Context: an optimization exercise on an open-source flow, tuned for small area, a short achievable clock period and few clock cycles. The choices shown serve that exercise and are no tape-out recipe. In this exercise RTL edits were held to simulation tests only and were not proved equivalent to the original. Power and IR drop assume default switching activity.

// fcs_stats
module fcs_stats (
    input             clk,
    input             rst,
    input             req_valid,
    output            req_ready,
    input      [63:0] req_word,
    input             push_valid,
    input      [15:0] push_count,
    output reg        resp_valid,
    output     [31:0] resp_res,
    output     [55:0] resp_str,
    output     [2:0]  resp_len,
    output     [2:0]  resp_fault
);
    localparam CAP = 8, SHORT = 4, W_HIGH = 4, T_UP = 100, T_DOWN = 80;
    localparam OP_RB_COPY      = 5'h0B;
    localparam OP_RB_SELECT    = 5'h0C;
    localparam OP_RB_STATS     = 5'h0D;
    localparam OP_RB_EXCURSION = 5'h0E;
    localparam OP_RB_DRIFT     = 5'h0F;
    localparam OP_RB_SHRINK    = 5'h10;
    localparam OP_SNAP_READ    = 5'h11;
    localparam OP_ISQRT        = 5'h12;
    localparam OP_FMT          = 5'h13;
    localparam F_NONE       = 3'd0;
    localparam F_ILLEGAL_OP = 3'd1;
    localparam F_BAD_WINDOW = 3'd5;
    localparam F_STATS_UNAV = 3'd6;
    localparam F_FMT_RANGE  = 3'd7;
    localparam SQ_RA = 6;
    localparam SQ_K  = 4;
    localparam SQ_N  = 2;
    localparam SQ_F  = 16 - SQ_RA - SQ_K * SQ_N;
    reg [15:0] rb [0:CAP-1];
    reg [2:0]  cursor;
    reg [3:0]  valid;
    wire [2:0] cursor_p = push_valid ? cursor + 3'd1 : cursor;
    wire [3:0] valid_p  = (push_valid && !valid[3]) ? valid + 4'd1 : valid;
    always @(posedge clk) begin
        if (push_valid)
            rb[cursor_p] <= push_count;
    end
    reg [2:0]  c_cursor;
    reg [3:0]  c_valid;
    reg        range_hi;
    reg        s_avail;
    reg [3:0]  s_window;
    reg [18:0] s_total;
  ...
Size: roughly 5400 cells after synthesis, ~320 flip-flops, roughly 180 I/O pins.
clock: 9.0 ns
lec_check: 0
abc_area: 1
cap_margin: 20
core_margin: 2
core_utilization: 55
cts_buf_list: sky130_fd_sc_hd__clkbuf_8
place_density: 0.7
setup_slack_margin: 1.5
slew_margin: 20
tns_end_percent: 5
run.sh (not shown) runs the stock make flow with config.mk's settings and CLKGATE_MAP_FILE= SYNTH_SCRIPT=/design/flow/synth_recipe.tcl, a recipe that flattens the netlist after the stock synthesis.
The first run finished clean.
Testbench counts at the start, summed over its fixed seeds: cycles 20,287.
Then changed:
- SETUP_SLACK_MARGIN: 1.5 -> 1.0
- TNS_END_PERCENT: 5 -> 10
Result:
- The changed run passed the timing, DRC and antenna checks
- total power is lower by 0.63%
- routed wire length hardly moves
- clock-buffer cell count is lower by 4
- final cell count drops by 0.33%
- cell area drops by 1.0%
- first-iteration DRC count rises by 5.4%
- sequential cell count stays the same
- worst hold slack gains 0.018 ns
Then changed:
- CORE_UTILIZATION: 55 -> 45
- PLACE_DENSITY: 0.7 -> 0.65
What happened: The new run passed the timing, DRC and antenna checks. Global-route usage decreases by 5.1 points. Design area barely changes. Routed wire length increases by a few percent. Clock power decreases by a few percent. Die area increases by about a fifth.
Then changed:
- CORE_UTILIZATION: 45 -> 35
- PLACE_DENSITY: 0.65 -> 0.6
What happened: The new run passed the timing, DRC and antenna checks. Wire length came out higher by 4.9%. Non-clock buffer count is higher by 47. Design area rose by 2.8%. Setup slack improved by 0.078 ns. Clock power goes down by about 3%.
Then changed:
- CORE_UTILIZATION: 35 -> 65
- CTS_BUF_LIST: sky130_fd_sc_hd__clkbuf_8 -> not set
- PLACE_DENSITY: 0.6 -> 0.8
- TNS_END_PERCENT: 10 -> not set
After rerunning: Sequential cell count is unchanged. Sequential share of layout area is higher by 0.27 points. Design area is lower by 1.4%. Routed wire length is lower by 5.2%. Non-clock buffer count is lower by 17. Die area is lower by 46%. Via count is higher by 4.1%. Worst setup slack is worse by 0.40 ns. Clock-buffer cell count is lower by 10. Worst hold slack is better by 0.054 ns.
Then changed:
- CORE_UTILIZATION: 65 -> 55
- PLACE_DENSITY: 0.8 -> 0.7
After rerunning: Sequential share of layout area came out higher by 0.12 points. Cell count rises by about 2.2%. Area after synthesis is unchanged. Total power falls by about 2.8%. Design area shrinks by 0.56%.

static timing again, ports no longer ideal:
No port has a modelled driver above. Below, the same layouts with a new extraction and two added sets of constraints.
Step 1 (the two cells are an assumption about what drives the block):
set clk [get_ports {clk}]
set_driving_cell -lib_cell sky130_fd_sc_hd__clkbuf_16 $clk
set_driving_cell -lib_cell sky130_fd_sc_hd__buf_2 [delete_from_list [all_inputs] $clk]
Step 2 also shifts input and output timing later by t, the mid clock arrival at the registers, as if the neighbouring blocks saw the same clock.
Slacks: ideal / step 1 / step 2; pairs: ideal / step 1.
| run | t, ns | setup WS [ns] | worst register clock-pin slew, ns |
|---|---|---|---|
| the first run | 0.748 | 1.141 / 1.141 / 0.622 | 0.09 / 0.09 |
| the second run | 0.771 | 1.155 / 1.095 / 0.844 | 0.07 / 0.07 |
| the third run | 0.764 | 1.127 / 1.063 / 0.748 | 0.07 / 0.07 |
| the fourth run | 0.758 | 1.205 / 1.187 / 0.772 | 0.07 / 0.07 |
| the fifth run | 0.667 | 0.801 / 0.801 / 0.801 | 0.07 / 0.07 |
| the sixth run | 0.657 | 1.137 / 1.137 / 0.923 | 0.07 / 0.07 |
After both steps every run listed still meets setup and hold. For the first run, which loses most, drivers alone change the setup slack by 0.000 ns; drivers and shift together by -0.519 ns.
